Background: an optimization exercise with open tools, aiming at small area, a short achievable clock period and few clock cycles. Do not read the settings as production practice.
The RTL was checked by simulation tests, not by an equivalence proof against the original design.
The clock input has no modelled driver; a real chip could not lean on it and would need a root buffer or a full tree.
No activity file was given, so power comes from the tool's default toggle rates.

the reference run:
==> module tslcf_parser, before the edit <==
module tslcf_parser (
    input  wire        clk,
    input  wire        rst,
    input  wire        b_valid,
    input  wire        e_valid,
    input  wire        a_valid,
    input  wire        fe_first,
    input  wire [7:0]  op_byte,
    output reg         out_valid,
    output reg  [3:0]  out_tag,
    output reg  [15:0] out_data
);
    localparam [2:0] F_PBC    = 3'd1,
                     F_VERFLG = 3'd2,
                     F_SCREEN = 3'd3,
                     F_INDEX  = 3'd4,
                     F_CW     = 3'd5,
                     F_TLEN   = 3'd6,
                     F_STOP   = 3'd7;    
    localparam [2:0] S_OK          = 3'd0,
                     S_TOOSHORT    = 3'd1,
                     S_LENMISMATCH = 3'd2,
                     S_TRUNCATED   = 3'd3,
                     S_UNSUPPORTED = 3'd4,
                     S_ABORTED     = 3'd5;
    reg  [2:0]  field;       
    reg         half;        
    reg         text;        
    reg  [15:0] text_nleft;  
    reg  [15:0] len_nleft;   
    reg         len_over;    
    wire [15:0] text_inc, len_inc;
    assign text_inc[0] = !text_nleft[0];
    assign len_inc[0]  = !len_nleft[0];
    genvar gi;
    generate
        for (gi = 1; gi < 16; gi = gi + 1) begin : g_inc
            assign text_inc[gi] = text_nleft[gi] ^ (&text_nleft[gi-1:0]);
            assign len_inc[gi]  = len_nleft[gi]  ^ (&len_nleft[gi-1:0]);
        end
    endgenerate
    wire [7:0]  lo_byte = out_data[7:0];      
    wire [7:0]  byte_in = fe_first ? 8'hFE : op_byte;
    wire [15:0] field16 = {byte_in, lo_byte};
    wire f_pbc  = (field == F_PBC);
    wire f_cw   = (field == F_CW);
    wire f_tlen = (field == F_TLEN);
    wire header = (field == F_PBC) || (field == F_VERFLG) || (field == F_SCREEN);
    wire stop   = (field == F_STOP);
    wire ev_text = b_valid && text;
    wire ev_lo   = b_valid && !text && !stop && !half;
    wire ev_hi   = b_valid && !text && !stop && half;
    wire ev_end  = e_valid || a_valid;
    reg  [2:0]  status;
    always @(*) begin
        if (a_valid)
            status = S_ABORTED;
        else if (header)
            status = S_TOOSHORT;
        else if (len_over || len_nleft != 16'hFFFF)
            status = S_LENMISMATCH;
        else if (stop)
            status = S_UNSUPPORTED;
        else if (field == F_INDEX && !half && !text)
            status = S_OK;
        else
            status = S_TRUNCATED;
    end
    always @(posedge clk) begin
        out_valid      <= ev_text || ev_hi || ev_end;
        out_tag[3]     <= ev_end;
        out_tag[2:0]   <= ev_end ? 3'd0 : ev_hi ? field : 3'd7;
        out_data[15:8] <= ev_hi ? byte_in : 8'd0;
        if (ev_end)
            out_data[7:0] <= {5'd0, status};
        else if (ev_text || ev_lo)
            out_data[7:0] <= byte_in;
    end
    always @(posedge clk) begin
        if (rst || ev_end) begin
            field <= F_PBC;
            half  <= 1'b0;
            text  <= 1'b0;
        end else if (ev_text) begin
            text <= (text_nleft[15:1] != 15'h7FFF);
        end else if (ev_lo) begin
            half <= 1'b1;
        end else if (ev_hi) begin
            half <= 1'b0;
            case (field)
                F_PBC:    field <= F_VERFLG;
                F_VERFLG: field <= F_SCREEN;
                F_CW:     field <= byte_in[7] ? F_STOP : F_TLEN;
                F_TLEN: begin
                    field <= F_INDEX;
                    text  <= (field16 != 16'd0);
                end
                F_SCREEN: field <= F_INDEX;
                default:  field <= F_CW;            
            endcase
        end
    end
    always @(posedge clk) begin
        if (ev_text)
            text_nleft <= text_inc;
        else if (ev_hi && f_tlen)
            text_nleft <= ~field16;
    end
    always @(posedge clk) begin
        if (b_valid) begin
            if (ev_hi && f_pbc) begin
                len_nleft <= ~field16;
                len_over  <= 1'b0;
            end else begin
                len_nleft <= len_inc;
                if (len_nleft == 16'hFFFF)
                    len_over <= 1'b1;
            end
        end
    end
endmodule
export LEC_CHECK = 0
export CAP_MARGIN = 20
export CORE_MARGIN = 2
export CORE_UTILIZATION = 72
export PLACE_DENSITY = 0.82
export SETUP_SLACK_MARGIN = 2.2
export SLEW_MARGIN = 20
export SYNTH_HIERARCHICAL = 1
export SYNTH_MINIMUM_KEEP_SIZE = 0
export TNS_END_PERCENT = 0
create_clock -name core_clock -period 4.0 [get_ports {clk}]
standard.sh (not shown) runs the stock make flow with config.mk's settings and CLKGATE_MAP_FILE= SYNTH_SCRIPT=/design/flow/synth_recipe.tcl, a recipe that flattens the netlist after the stock synthesis.
==> flow/flow/run.sh <==
#!/bin/bash
# Standard layout with these changes:
#  - the ports get plain buffers instead of delay cells;
#  - the clock tree is built by hand (flow/cts_hook.tcl, run by ORFS's cts
#    step before it would call clock_tree_synthesis): one root buffer driving
#    one buffer per cluster of registers, in place of TritonCTS's H-tree;
#  - the slow wide OR/NOR cells in flow/dont_use.txt are added to the
#    platform's don't-use list (synthesis maps the same registers).
set -euo pipefail
work=$(pwd)
{
  echo "include $work/config.mk"
  echo "export DONT_USE_CELLS = $(cat "$work/flow/dont_use.txt")"
} > "$work/my_config.mk"
sed "s#DESIGN_CONFIG=[^ ]*#DESIGN_CONFIG=$work/my_config.mk#" standard.sh > my_standard.sh
grep -q "DESIGN_CONFIG=$work/my_config.mk" my_standard.sh
export BUFFER_PORTS_ARGS="-buffer_cell sky130_fd_sc_hd__buf_1"
export PRE_CTS_TCL="$work/flow/cts_hook.tcl"
bash my_standard.sh > flow.log 2>&1
Other scripts of this flow, unchanged in this note and not shown: flow/flow/cts_hook.tcl, flow/flow/dont_use.txt
Testbench counts of the reference run, summed over its fixed seeds: cycles 14,627.
Changes in the trial run relative to the reference run:
--- a/flow/design.v
+++ b/flow/design.v
@@ -129,6 +129,6 @@
     generate
         for (gi = 1; gi < 16; gi = gi + 1) begin : g_inc
-            assign text_inc[gi] = text_nleft[gi] ^ (&text_nleft[gi-1:0]);
-            assign len_inc[gi]  = len_nleft[gi]  ^ (&len_nleft[gi-1:0]);
+            assign text_inc[gi] = (&text_nleft[gi-1:0]) ? !text_nleft[gi] : text_nleft[gi];
+            assign len_inc[gi]  = (&len_nleft[gi-1:0])  ? !len_nleft[gi]  : len_nleft[gi];
         end
     endgenerate
@@ -167,5 +167,5 @@
         if (ev_end)
             out_data[7:0] <= {5'd0, status};
-        else if (ev_text || ev_lo)
+        else if (!half)
             out_data[7:0] <= byte_in;
     end
@@ -195,12 +195,14 @@
     end
     always @(posedge clk) begin
-        if (ev_text)
-            text_nleft <= text_inc;
-        else if (ev_hi && f_tlen)
-            text_nleft <= ~field16;
-    end
-    always @(posedge clk) begin
         if (b_valid) begin
-            if (ev_hi && f_pbc) begin
+            if (f_tlen && half)
+                text_nleft <= ~field16;
+            else
+                text_nleft <= text_inc;
+        end
+    end
+    always @(posedge clk) begin
+        if (b_valid) begin
+            if (f_pbc && half) begin
                 len_nleft <= ~field16;
                 len_over  <= 1'b0;
Results
- Result for the trial run and the reference run: all clean
- In the reports for the trial run and the reference run, the smaller arrival time reported for the critical path endpoint belongs to the reference run.
- Compared with the reference run, the trial run shows number of cell instances on the worst register-to-register path lower by 4.
- From the reference run to the trial run the numbers moved as follows: horizontal extent of the die saw a decrease, detailed-route via count shows an increase of 0.87%.
- Count of fill cells added during filler insertion for the trial run is lower than for the reference run.
- Per the comparison of the trial run with the reference run, power shows an increase of 0.90%; post-route worst setup slack shows a reduction of 0.0042 ns.
- Taking the reference run as the reference, in the trial run net count after synthesis stayed essentially flat, total wire length moved down, non-clock inverter instance count of the final layout now sits higher, final cell count without fillers went down 9.
- Comparing the trial run and the reference run, design area is lower on the trial run.
Testbench counts of the trial run, summed over its fixed seeds: cycles 14,627.
In every run of this note, the design's own scripts or RTL, not TritonCTS, make the clock network.

* * *

Setup of the baseline:
tslcf_rx again, from the RTL that the note above started with.
export LEC_CHECK = 0
export CAP_MARGIN = 20
export CORE_MARGIN = 2
export CORE_UTILIZATION = 65
export PLACE_DENSITY = 0.75
export SETUP_SLACK_MARGIN = 2.2
export SLEW_MARGIN = 20
export SYNTH_HIERARCHICAL = 1
export SYNTH_MINIMUM_KEEP_SIZE = 0
export TNS_END_PERCENT = 0
create_clock -name core_clock -period 4.0 [get_ports {clk}]
Scripts as last shown in full above: flow/flow/run.sh
Other scripts of this flow, unchanged in this note and not shown: flow/flow/cts_hook.tcl, flow/flow/dont_use.txt
Testbench counts of the baseline, summed over its fixed seeds: cycles 14,627.
Edits applied to the flow inputs when going from the baseline to the candidate:
-- flow/design.v --
<<< the baseline, line 129
    generate
        for (gi = 1; gi < 16; gi = gi + 1) begin : g_inc
            assign text_inc[gi] = text_nleft[gi] ^ (&text_nleft[gi-1:0]);
            assign len_inc[gi]  = len_nleft[gi]  ^ (&len_nleft[gi-1:0]);
        end
    endgenerate
>>> the candidate, line 129
    generate
        for (gi = 1; gi < 16; gi = gi + 1) begin : g_inc
            assign text_inc[gi] = (&text_nleft[gi-1:0]) ? !text_nleft[gi] : text_nleft[gi];
            assign len_inc[gi]  = (&len_nleft[gi-1:0])  ? !len_nleft[gi]  : len_nleft[gi];
        end
    endgenerate
==> run summary <==
- Total met2 wirelength after detailed routing: the candidate < the baseline
- Core util | the candidate vs the baseline | the candidate lower
- [the candidate vs the baseline] number of ordinary inverters in the final layout: higher in the candidate
- The combinational fraction of design power was comparable across the candidate and the baseline.
- The baseline has a lower worst IR drop on VDD than the candidate.
- Going from the baseline to the candidate, placement-stage worst setup slack grows by 0.0083 ns.
- Against the baseline, the candidate comes in 0.017 ns higher on worst hold slack.
- Fraction of area in multi-input gates, the candidate and the baseline: smaller value in the candidate
- Diff the baseline..the candidate | count of antenna-violating nets left after detailed routing | unchanged
- The baseline → the candidate: number of primary I/O pins neither gained nor lost much, register clock-pin slew on the reported worst setup and hold paths ~0 delta.
Testbench counts of the candidate, summed over its fixed seeds: cycles 14,627.
No run of this note takes its clock network from TritonCTS; it comes from the design's own scripts or RTL.

* * *

The RTL this note starts from:
==> flow/design.v <==
module tslcf_deframer (
    input  wire       clk,
    input  wire       rst,
    input  wire       in_valid,
    output wire       in_ready,
    input  wire [1:0] in_kind,
    input  wire [7:0] in_data,
    output reg        b_valid,    
    output reg        e_valid,    
    output reg        a_valid,    
    output reg        fe_first,   
    output reg  [7:0] op_byte
);
    localparam [1:0] K_DATA  = 2'd0,
                     K_EOS   = 2'd1,
                     K_ABORT = 2'd2;
    localparam [1:0] HUNT0 = 2'd0,   
                     HUNT1 = 2'd1,   
                     BODY0 = 2'd2,   
                     BODY1 = 2'd3;   
    reg  [1:0] state;
    reg        pend_end;    
    reg        rdy;         
    assign in_ready = rdy;
    wire take   = in_valid && !fe_first;
    wire is_esc = (in_data == 8'hFE);
    wire is_stx = (in_data == 8'h02);
    always @(posedge clk) begin
        if (!fe_first)
            op_byte <= in_data;
    end
    wire k_data  = !in_kind[1] && !in_kind[0];
    wire k_eos   = !in_kind[1] &&  in_kind[0];
    wire k_abort =  in_kind[1] && !in_kind[0];
    wire s_hunt1 = (state == HUNT1);
    wire s_body0 = (state == BODY0);
    wire s_body1 = (state == BODY1);
    wire in_body = state[1];
    wire t_data  = take && k_data;
    wire t_stop  = take && (k_eos || k_abort);    
    reg [1:0] state_n;
    always @(*) begin
        state_n = state;
        if (t_stop)
            state_n = HUNT0;
        else if (t_data) begin
            case (state)
                HUNT0: if (is_esc) state_n = HUNT1;
                HUNT1: if (is_stx) state_n = BODY0; else if (!is_esc) state_n = HUNT0;
                BODY0: if (is_esc) state_n = BODY1;
                default: state_n = BODY0;
            endcase
        end
    end
    wire lone_x  = t_data && s_body1 && !is_esc && !is_stx;
    wire lone_e  = take && k_eos && s_body1;
    wire fe_n    = lone_x || lone_e;
    wire b_n     = fe_first ? !pend_end
                 : (t_data && ((s_body0 && !is_esc) || (s_body1 && !is_stx))) || lone_e;
    wire e_n     = fe_first ? pend_end
                 : (t_data && s_body1 && is_stx) || (take && k_eos && s_body0);
    wire a_n     = !fe_first && take && k_abort && in_body;
    always @(posedge clk) begin
        pend_end <= lone_e;    
        if (rst) begin
            state    <= HUNT0;
            b_valid  <= 1'b0;
            e_valid  <= 1'b0;
            a_valid  <= 1'b0;
            fe_first <= 1'b0;
            rdy      <= 1'b1;
        end else begin
            state    <= state_n;
            b_valid  <= b_n;
            e_valid  <= e_n;
            a_valid  <= a_n;
            fe_first <= fe_n;
            rdy      <= !fe_n;
        end
    end
endmodule
module tslcf_parser (
    input  wire        clk,
    input  wire        rst,
    input  wire        b_valid,
    input  wire        e_valid,
    input  wire        a_valid,
    input  wire        fe_first,
    input  wire [7:0]  op_byte,
    output reg         out_valid,
    output reg  [3:0]  out_tag,
    output reg  [15:0] out_data
);
    localparam [2:0] F_PBC    = 3'd1,
                     F_VERFLG = 3'd2,
                     F_SCREEN = 3'd3,
                     F_INDEX  = 3'd4,
                     F_CW     = 3'd5,
                     F_TLEN   = 3'd6;
    localparam [2:0] S_OK          = 3'd0,
                     S_TOOSHORT    = 3'd1,
                     S_LENMISMATCH = 3'd2,
                     S_TRUNCATED   = 3'd3,
                     S_UNSUPPORTED = 3'd4,
                     S_ABORTED     = 3'd5;
    reg  [2:0]  field;       
    reg         half;        
    reg         text;        
    reg         stop;        
    reg  [15:0] text_nleft;  
    reg  [15:0] len_nleft;   
    reg         len_over;    
    wire [15:0] text_inc, len_inc;
    assign text_inc[0] = !text_nleft[0];
    assign len_inc[0]  = !len_nleft[0];
    genvar gi;
    generate
        for (gi = 1; gi < 16; gi = gi + 1) begin : g_inc
            assign text_inc[gi] = text_nleft[gi] ^ (&text_nleft[gi-1:0]);
            assign len_inc[gi]  = len_nleft[gi]  ^ (&len_nleft[gi-1:0]);
        end
    endgenerate
    wire [7:0]  lo_byte = out_data[7:0];      
    wire [7:0]  byte_in = fe_first ? 8'hFE : op_byte;
    wire [15:0] field16 = {byte_in, lo_byte};
    wire f_pbc  = (field == F_PBC);
    wire f_cw   = (field == F_CW);
    wire f_tlen = (field == F_TLEN);
    wire header = (field == F_PBC) || (field == F_VERFLG) || (field == F_SCREEN);
    wire ev_text = b_valid && text;
    wire ev_lo   = b_valid && !text && !stop && !half;
    wire ev_hi   = b_valid && !text && !stop && half;
    wire ev_end  = e_valid || a_valid;
    reg  [2:0]  status;
    always @(*) begin
        if (a_valid)
            status = S_ABORTED;
        else if (header)
            status = S_TOOSHORT;
        else if (len_over || len_nleft != 16'hFFFF)
            status = S_LENMISMATCH;
        else if (stop)
            status = S_UNSUPPORTED;
        else if (field == F_INDEX && !half && !text)
            status = S_OK;
        else
            status = S_TRUNCATED;
    end
    always @(posedge clk) begin
        out_valid      <= ev_text || ev_hi || ev_end;
        out_tag[3]     <= ev_end;
        out_tag[2:0]   <= ev_end ? 3'd0 : ev_hi ? field : 3'd7;
        out_data[15:8] <= ev_hi ? byte_in : 8'd0;
        if (ev_end)
            out_data[7:0] <= {5'd0, status};
        else if (ev_text || ev_lo)
            out_data[7:0] <= byte_in;
    end
    always @(posedge clk) begin
        if (rst || ev_end) begin
            field <= F_PBC;
            half  <= 1'b0;
            text  <= 1'b0;
            stop  <= 1'b0;
        end else if (ev_text) begin
            text <= (text_nleft[15:1] != 15'h7FFF);
        end else if (ev_lo) begin
            half <= 1'b1;
        end else if (ev_hi) begin
            half <= 1'b0;
            case (field)
                F_PBC:    field <= F_VERFLG;
                F_VERFLG: field <= F_SCREEN;
                F_CW: begin
                    field <= F_TLEN;
                    stop  <= byte_in[7];
                end
                F_TLEN: begin
                    field <= F_INDEX;
                    text  <= (field16 != 16'd0);
                end
                F_SCREEN: field <= F_INDEX;
                default:  field <= F_CW;            
            endcase
        end
    end
    always @(posedge clk) begin
        if (ev_text)
            text_nleft <= text_inc;
        else if (ev_hi && f_tlen)
            text_nleft <= ~field16;
    end
    always @(posedge clk) begin
        if (b_valid) begin
            if (ev_hi && f_pbc) begin
                len_nleft <= ~field16;
                len_over  <= 1'b0;
            end else begin
                len_nleft <= len_inc;
                if (len_nleft == 16'hFFFF)
                    len_over <= 1'b1;
            end
        end
    end
endmodule
module tslcf_rx (
    input  wire        clk,
    input  wire        rst,
    input  wire        in_valid,
    output wire        in_ready,
    input  wire [1:0]  in_kind,
    input  wire [7:0]  in_data,
    output wire        out_valid,
    output wire [3:0]  out_tag,
    output wire [15:0] out_data
);
    wire       b_valid;
    wire       e_valid;
    wire       a_valid;
    wire       fe_first;
    wire [7:0] op_byte;
    tslcf_deframer u_deframer (
        .clk      (clk),
        .rst      (rst),
        .in_valid (in_valid),
        .in_ready (in_ready),
        .in_kind  (in_kind),
        .in_data  (in_data),
        .b_valid  (b_valid),
        .e_valid  (e_valid),
        .a_valid  (a_valid),
        .fe_first (fe_first),
        .op_byte  (op_byte)
    );
    tslcf_parser u_parser (
        .clk       (clk),
        .rst       (rst),
        .b_valid   (b_valid),
        .e_valid   (e_valid),
        .a_valid   (a_valid),
        .fe_first  (fe_first),
        .op_byte   (op_byte),
        .out_valid (out_valid),
        .out_tag   (out_tag),
        .out_data  (out_data)
    );
endmodule
==> flow/config.mk <==
export PLATFORM = sky130hd
export DESIGN_NAME = tslcf_rx
export DESIGN_NICKNAME = tslcf_rx
export VERILOG_FILES = /design/flow/design.v
export SDC_FILE = /design/flow/constraint.sdc
export NUM_CORES = 4
export LEC_CHECK = 0
export CAP_MARGIN = 20
export CORE_MARGIN = 2
export CORE_UTILIZATION = 65
export PLACE_DENSITY = 0.75
export SETUP_SLACK_MARGIN = 2.2
export SLEW_MARGIN = 20
export TNS_END_PERCENT = 100
==> flow/constraint.sdc <==
create_clock -name core_clock -period 4.0 [get_ports {clk}]
set_input_delay 0.8000 -clock core_clock [delete_from_list [all_inputs] [get_ports {clk}]]
set_output_delay 0.8000 -clock core_clock [all_outputs]
set_load 0.01 [all_outputs]
==> flow/flow/run.sh <==
#!/bin/bash
# Standard layout, with plain buffers (not delay cells) on the ports.
set -euo pipefail
export BUFFER_PORTS_ARGS="-buffer_cell sky130_fd_sc_hd__buf_2"
bash standard.sh > flow.log 2>&1
Testbench counts at the start, summed over its fixed seeds: cycles 14,627.
==> next run, changes <==
--- a/flow/design.v
+++ b/flow/design.v
@@ -53,17 +53,18 @@
         end
     end
     wire lone_x  = t_data && s_body1 && !is_esc && !is_stx;
     wire lone_e  = take && k_eos && s_body1;
     wire fe_n    = lone_x || lone_e;
+    wire pend_n  = fe_n ? lone_e : pend_end;
     wire b_n     = fe_first ? !pend_end
                  : (t_data && ((s_body0 && !is_esc) || (s_body1 && !is_stx))) || lone_e;
     wire e_n     = fe_first ? pend_end
                  : (t_data && s_body1 && is_stx) || (take && k_eos && s_body0);
     wire a_n     = !fe_first && take && k_abort && in_body;
     always @(posedge clk) begin
-        pend_end <= lone_e;    
+        pend_end <= pend_n;
         if (rst) begin
             state    <= HUNT0;
             b_valid  <= 1'b0;
             e_valid  <= 1'b0;
             a_valid  <= 1'b0;
@@ -145,11 +146,14 @@
             status = S_OK;
         else
             status = S_TRUNCATED;
     end
     always @(posedge clk) begin
-        out_valid      <= ev_text || ev_hi || ev_end;
+        if (rst)
+            out_valid <= 1'b0;
+        else
+            out_valid <= ev_text || ev_hi || ev_end;
         out_tag[3]     <= ev_end;
         out_tag[2:0]   <= ev_end ? 3'd0 : ev_hi ? field : 3'd7;
         out_data[15:8] <= ev_hi ? byte_in : 8'd0;
         if (ev_end)
             out_data[7:0] <= {5'd0, status};
What happened: The new run completed without violations; non-clock buffer count grows by 7; maximum frequency grows by a few percent; worst setup slack gains 66 ps; first-iteration DRC count grows by well over a third; total power is about the same; utilization grows by 2.2 points; wire length grows by roughly a tenth; die area grows slightly; cell count grows slightly; cell area grows by a few percent; critical path depth shrinks by 5; synthesized cell count hardly moves; hold slack loses 30 ps.
Testbench counts after the change, summed over its fixed seeds: cycles 14,627.

## static timing again, ports no longer ideal
Ports are ideal in the flow. The routed layouts listed here were re-timed in OpenROAD. Step 1, drivers: a clkbuf_16 drives clk and a buf_2 each remaining input, both assumed. Step 2 moves the port delays by t, midway between the first and last clock arrival at a register: inputs arrive t later, outputs are due t later. That takes back most of the time a late clock gives input paths. a / b / c = ideal / step 1 / step 2; a / b = the first two.
| run | t (ns) | setup WS [ns] | worst setup path after step 2 | latest minus earliest clock arrival (ns) | worst register clock-pin slew, ns |
|---|---|---|---|---|---|
| the reference run | 0.358 | 2.176 / 2.148 / 2.182 | register to register | 0.019 / 0.019 | 0.09 / 0.09 |
| the trial run | 0.357 | 2.171 / 2.171 / 2.171 | register to register | 0.018 / 0.018 | 0.09 / 0.09 |
| the baseline | 0.356 | 2.188 / 2.162 / 2.162 | input to register | 0.016 / 0.016 | 0.09 / 0.09 |
| the candidate | 0.362 | 2.130 / 2.130 / 2.130 | register to register | 0.010 / 0.011 | 0.08 / 0.08 |
| the first run of note 3 | 0.362 | 2.156 / 2.154 / 1.792 | input to register | 0.010 / 0.010 | 0.08 / 0.08 |
| the second run of note 3 | 0.371 | 2.222 / 2.193 / 1.856 | input to register | 0.009 / 0.008 | 0.08 / 0.08 |
After both steps every run listed still meets setup and hold. For the second run of note 3, which loses most, drivers alone change the setup slack by -0.029 ns; drivers and shift together by -0.366 ns.
